From an optimization exercise on the open Yosys and OpenROAD flow, aimed at small area, a short achievable clock period and few clock cycles per item; shortcuts taken in it are not production practice.
RTL that was checked went through simulation tests only; none was proved equivalent to the original.
Power figures rest on the tool's default switching activity, not on a simulated workload.

Setup of lagoon:
// swar_scan
module swar_scan (
    input  wire        clk,
    input  wire        rst,
    input  wire        cmd_valid,
    output wire        cmd_ready,
    input  wire [31:0] cmd,
    input  wire [63:0] a,
    input  wire [63:0] b,
    input  wire [7:0]  c,
    output reg         done,
    output reg         err,
    output wire [63:0] res,
    output wire        mem_req_valid,
    input  wire        mem_req_ready,
    output wire [63:0] mem_req_addr,
    input  wire        mem_rsp_valid,
    input  wire [63:0] mem_rsp_data
);
For scale: about 1500 cells after synthesis, about 160 flip-flops, ~370 I/O pins, ~13000 sq um of cells after synthesis.
export LEC_CHECK = 0
export CAP_MARGIN = 20
export CORE_MARGIN = 2
export CORE_UTILIZATION = 65
export CTS_BUF_LIST = sky130_fd_sc_hd__clkbuf_8
export CTS_CLUSTER_DIAMETER = 100
export CTS_CLUSTER_SIZE = 40
export SETUP_SLACK_MARGIN = 3.0
export SLEW_MARGIN = 20
create_clock -name core_clock -period 6.5 [get_ports {clk}]
standard.sh (not shown) runs the stock make flow with config.mk's settings and CLKGATE_MAP_FILE= SYNTH_SCRIPT=/design/flow/synth_recipe.tcl, a recipe that flattens the netlist after the stock synthesis.
==> flow/flow/run.sh <==
#!/bin/bash
# Standard ORFS layout, with plain buf_1 cells as the port buffers.
set -euo pipefail
export BUFFER_PORTS_ARGS="-buffer_cell sky130_fd_sc_hd__buf_1"
bash standard.sh synth > synth.log 2>&1
bash standard.sh > layout.log 2>&1
Testbench counts of lagoon, summed over its fixed seeds: cycles 16,495, commands 1,600.
--- input diff lagoon..violet ---
- changing SETUP_SLACK_MARGIN from 3.0 to 3.3
- removing CTS_CLUSTER_SIZE (formerly 40)
- removing CTS_CLUSTER_DIAMETER (formerly 100)
- Diff lagoon -> violet: non-filler instance count after layout now sits higher, count of clock-buffer cells in the layout moved down, fmax now smaller.
- Side by side, combinational fraction of design power turned out higher in violet than in lagoon.
- Compared with lagoon, violet shows a largest net degree at the start of global routing that is 17 lower.
For juniper, these inputs were changed with respect to violet:
- changing CORE_UTILIZATION from 65 to 40
- removing CTS_BUF_LIST (formerly sky130_fd_sc_hd__clkbuf_8)
- changing SETUP_SLACK_MARGIN from 3.3 to 3.0
- Clock skew delta (juniper − violet): unfavourable
- | final setup slack of the worst path | higher: violet |
- violet -> juniper: sequential power flat
- From violet to juniper, mux share of post-synthesis cell area did not move at all.
[inputs] pepper vs juniper
- a change of SETUP_SLACK_MARGIN from 3.0 to 2.8
- an added CTS_BUF_LIST of sky130_fd_sc_hd__clkbuf_8
- a change of CORE_UTILIZATION from 40 to 65
==> results.txt <==
juniper → pepper: number of cells traversed by the worst hold path now sits at about the same level, post-route standard cell area excluding fillers dropped 530 sq um, total design power went down 0.00043 W. pepper — ratio of final minimum period to clock period 1.2 points higher, juniper as reference. Of the two values seen for top routing layer in use, met4 was produced by pepper and met5 by juniper.
Modified inputs, xenon compared to pepper
- CORE_UTILIZATION changed from 65 to 75
- SETUP_SLACK_MARGIN changed from 2.8 to 3.0
## What came out
Every stage of the flow completed for xenon, and the final layout passed the timing, design-rule and antenna checks. The sum of overflow across all layers after global routing on pepper is in line with that on xenon. | critical path depth | xenon vs pepper | 4 higher |. When xenon is measured against pepper, its internal power component turns out 0.000051 W higher. | total met2 wirelength after detailed routing | lower: pepper |. Looking at standard cell with the maximum stage delay on the critical path, the sky130_fd_sc_hd__or4_4 result is from xenon; the sky130_fd_sc_hd__o31ai_2 one comes from pepper. Compared with pepper, xenon shows global routing met1 resource utilization higher by 5.9 points.
Inputs modified between xenon and amber:
- setting ABC_AREA to 1 for the first time
- changing CAP_MARGIN from 20 to 0
- changing CORE_UTILIZATION from 75 to 65
- changing SLEW_MARGIN from 20 to 0
==> comparison <==
- Having completed the whole flow, amber delivered a layout that passed the timing, design-rule and antenna checks.
- amber ends up with a clock skew that is 0.0092 ns higher than in xenon.
- amber vs xenon, tap cell count went up by 55.
- amber vs xenon — area added between synthesis and finish dropped 0.41 points.
- Row floorplan die width: amber higher / xenon lower
- Run comparison: xenon timing endpoint of the critical path addr[62]; amber timing endpoint of the critical path cmd_ready
- Relative to xenon, amber degrades relative max-transition margin.
- amber ends up with higher static power due to leakage than xenon does.
- On hold slack: between amber and xenon, it ends up lower for amber.
- On count of vias placed by the detailed router: amber sits above xenon.
- Maximum vdd drop was lower in the run labelled amber.
- As of amber, via count of the first global-routing pass had risen by a little under 10% compared to xenon.
- Compared to xenon, amber has inverter count of the layout excluding clock inverters 570% higher.

Another version of the RTL of swar_scan (not shown whole).
Size: about 1,700 cells after synthesis, roughly 160 flip-flops, ~370 I/O pins, roughly 14,000 sq um of cells after synthesis.
make LEC_CHECK=0 CAP_MARGIN=20 CORE_MARGIN=2 CORE_UTILIZATION=40 SLEW_MARGIN=20 finish   # period 6.5 ns
run.sh (not shown) runs the stock make flow with config.mk's settings and CLKGATE_MAP_FILE= SYNTH_SCRIPT=/design/flow/synth_recipe.tcl, a recipe that flattens the netlist after the stock synthesis.
Stock flow here: none of the scripts above is used.
Change:
==> flow/flow/run.sh (new file) <==
#!/bin/bash
# Standard ORFS layout, with plain buf_1 cells as the port buffers.
set -euo pipefail
export BUFFER_PORTS_ARGS="-buffer_cell sky130_fd_sc_hd__buf_1"
bash standard.sh synth > synth.log 2>&1
bash standard.sh > layout.log 2>&1
==> flow/standard.sh (new file) <==
#!/bin/bash
# synth_recipe.tcl (not shown) runs the flow's synth.tcl, then flattens the netlist and writes it again
# the make line also repeats each setting of config.mk as NAME=value (left out here)
make -C /OpenROAD-flow-scripts/flow DESIGN_CONFIG=/design/flow/config.mk WORK_HOME=/design/flow/orfs CLKGATE_MAP_FILE= SYNTH_SCRIPT=/design/flow/synth_recipe.tcl "${@:-finish}"
ABC_CLOCK_PERIOD_IN_PS = 3000   (was unset)
SETUP_SLACK_MARGIN = 3.0   (was unset)
removed: flow/run.sh
Outcome:
- The new run completed with no timing, DRC or antenna violations
- worst hold slack improved by 0.0063 ns
- global-route usage goes up by 2.3 points
- final cell count goes up by 6.8%
- power goes up by 14%
- routed wire length goes up by 13%
No functional check of the RTL was part of any run of this note.

swar_scan, a different RTL version from the one above (not shown whole).
Size: ~1,600 cells after synthesis.
==> flow/config.mk <==
export PLATFORM = sky130hd
export DESIGN_NAME = swar_scan
export DESIGN_NICKNAME = swar_scan
export VERILOG_FILES = /design/flow/design.v
export SDC_FILE = /design/flow/constraint.sdc
export NUM_CORES = 4
export LEC_CHECK = 0
export CAP_MARGIN = 20
export CORE_MARGIN = 2
export CORE_UTILIZATION = 40
export SETUP_SLACK_MARGIN = 2.5
export SLEW_MARGIN = 20
==> flow/constraint.sdc <==
create_clock -name core_clock -period 6.5 [get_ports {clk}]
set_input_delay 1.3000 -clock core_clock [delete_from_list [all_inputs] [get_ports {clk}]]
set_output_delay 1.3000 -clock core_clock [all_outputs]
set_load 0.01 [all_outputs]
standard.sh (not shown) runs the stock make flow with config.mk's settings and CLKGATE_MAP_FILE= SYNTH_SCRIPT=/design/flow/synth_recipe.tcl, a recipe that flattens the netlist after the stock synthesis.
==> flow/flow/run.sh <==
#!/bin/bash
# Standard ORFS layout, with plain buf_1 cells as the port buffers.
set -euo pipefail
export BUFFER_PORTS_ARGS="-buffer_cell sky130_fd_sc_hd__buf_1"
bash standard.sh synth > synth.log 2>&1
bash standard.sh > layout.log 2>&1
Change:
- SETUP_SLACK_MARGIN: 2.5 -> 3.0
Wire length increases by about 5%.
Sequential share of layout area decreases by 1.2 points.
Count of clock-buffer cells in the layout decreases by 4.
Global-route usage increases by 1.0 points.
Clock power barely changes.
Synthesized cell count does not change.
Core utilization increases by 2.3 points.
Clock skew decreases by 0.0034 ns.
Cell count increases by about 2%.
Area after synthesis is unchanged.
Fmax increases by 0.79%.
No functional check of the RTL was part of any run of this note.

Another version of the RTL of swar_scan (not shown whole).
Size: ~160 flip-flops, about 370 I/O pins, about 13000 um^2 of cells after synthesis.
==> flow/config.mk <==
export PLATFORM = sky130hd
export DESIGN_NAME = swar_scan
export DESIGN_NICKNAME = swar_scan
export VERILOG_FILES = /design/flow/design.v
export SDC_FILE = /design/flow/constraint.sdc
export NUM_CORES = 4
export LEC_CHECK = 0
export CAP_MARGIN = 20
export CORE_MARGIN = 2
export CORE_UTILIZATION = 40
export SETUP_SLACK_MARGIN = 3.0
export SLEW_MARGIN = 20
==> flow/constraint.sdc <==
create_clock -name core_clock -period 6.5 [get_ports {clk}]
set_input_delay 1.3000 -clock core_clock [delete_from_list [all_inputs] [get_ports {clk}]]
set_output_delay 1.3000 -clock core_clock [all_outputs]
set_load 0.01 [all_outputs]
Scripts as last shown in full above: flow/flow/run.sh
Testbench counts at the start, summed over its fixed seeds: cycles 19,806, commands 1,600.
==> next run, changes <==
--- a/flow/config.mk
+++ b/flow/config.mk
@@ -9,4 +9,4 @@
 export CORE_MARGIN = 2
 export CORE_UTILIZATION = 40
-export SETUP_SLACK_MARGIN = 3.0
+export SETUP_SLACK_MARGIN = 2.5
 export SLEW_MARGIN = 20
The changed run finished with timing, DRC and antenna clean.
Critical path depth does not change.
Synthesized cell count stays the same.
Count of clock-buffer cells in the layout increases by 1.
Final cell count decreases slightly.
==> next run, changes <==
--- a/flow/config.mk
+++ b/flow/config.mk
@@ -9,4 +9,4 @@
 export CORE_MARGIN = 2
 export CORE_UTILIZATION = 40
-export SETUP_SLACK_MARGIN = 2.5
+export SETUP_SLACK_MARGIN = 4.0
 export SLEW_MARGIN = 20
After rerunning: Wire length came out higher by 24%; combinational power came out higher by 47%; worst hold slack improved by 0.028 ns; setup slack improved by 0.54 ns; clock power stays flat; final area came out higher by 23%; total power came out higher by 11%; sequential cell count is unchanged; core utilization came out higher by 11 points.
==> next run, changes <==
--- a/flow/config.mk
+++ b/flow/config.mk
@@ -9,4 +9,4 @@
 export CORE_MARGIN = 2
 export CORE_UTILIZATION = 40
-export SETUP_SLACK_MARGIN = 4.0
+export SETUP_SLACK_MARGIN = 3.5
 export SLEW_MARGIN = 20
=> The changed run completed without violations; via count shrinks by 3.5%; worst setup slack improved by 0.067 ns; non-clock buffer count shrinks by 59; synthesized area does not change; global-route usage shrinks by 2.5 points; hold slack got worse by 0.023 ns; wire length shrinks by 9.8%; cell area shrinks by 10%; utilization shrinks by 6.1 points; maximum frequency grows by 2.1%.

what the ideal ports hide:
No port has a modelled driver above. Below, the same layouts with a new extraction and two added sets of constraints.
Step 1: set_driving_cell puts a clkbuf_16 on clk and a buf_2 on each other input, an assumption about the parent block.
Step 2 also shifts input and output timing later by t, the mid clock arrival at the registers, as if the neighbouring blocks saw the same clock.
a / b / c = no drivers / after step 1 / after step 2; a / b = the first two.
run | t (ns) | setup slack, ns | worst data-port slew with drivers (ns)
lagoon | 0.512 | 2.993 / 2.931 / 2.579 | 0.09
violet | 0.518 | 2.961 / 2.938 / 2.840 | 0.08
juniper | 0.488 | 2.935 / 2.854 / 2.629 | 0.08
pepper | 0.519 | 2.856 / 2.811 / 2.497 | 0.06
xenon | 0.504 | 2.834 / 2.811 / 2.510 | 0.12
amber | 0.518 | 3.009 / 2.918 / 2.591 | 0.09
the first run of note 2 | 0.510 | 1.389 / 1.396 / 0.886 | 0.07
the second run of note 2 | 0.496 | 2.493 / 2.459 / 1.963 | 0.09
the first run of note 3 | 0.495 | 0.565 / 0.547 / 0.051 | 0.07
the second run of note 3 | 0.498 | 0.611 / 0.606 / 0.108 | 0.09
the first run of note 4 | 0.495 | 3.092 / 3.092 / 2.713 | 0.07
the second run of note 4 | 0.481 | 2.682 / 2.682 / 2.365 | 0.08
the third run of note 4 | 0.487 | 3.226 / 3.226 / 3.213 | 0.08
the fourth run of note 4 | 0.492 | 3.293 / 3.293 / 3.138 | 0.07
After both steps every run listed still meets setup and hold. The setup slack of the second run of note 2, which loses most, moves by -0.034 ns with the drivers and by -0.530 ns with both steps.
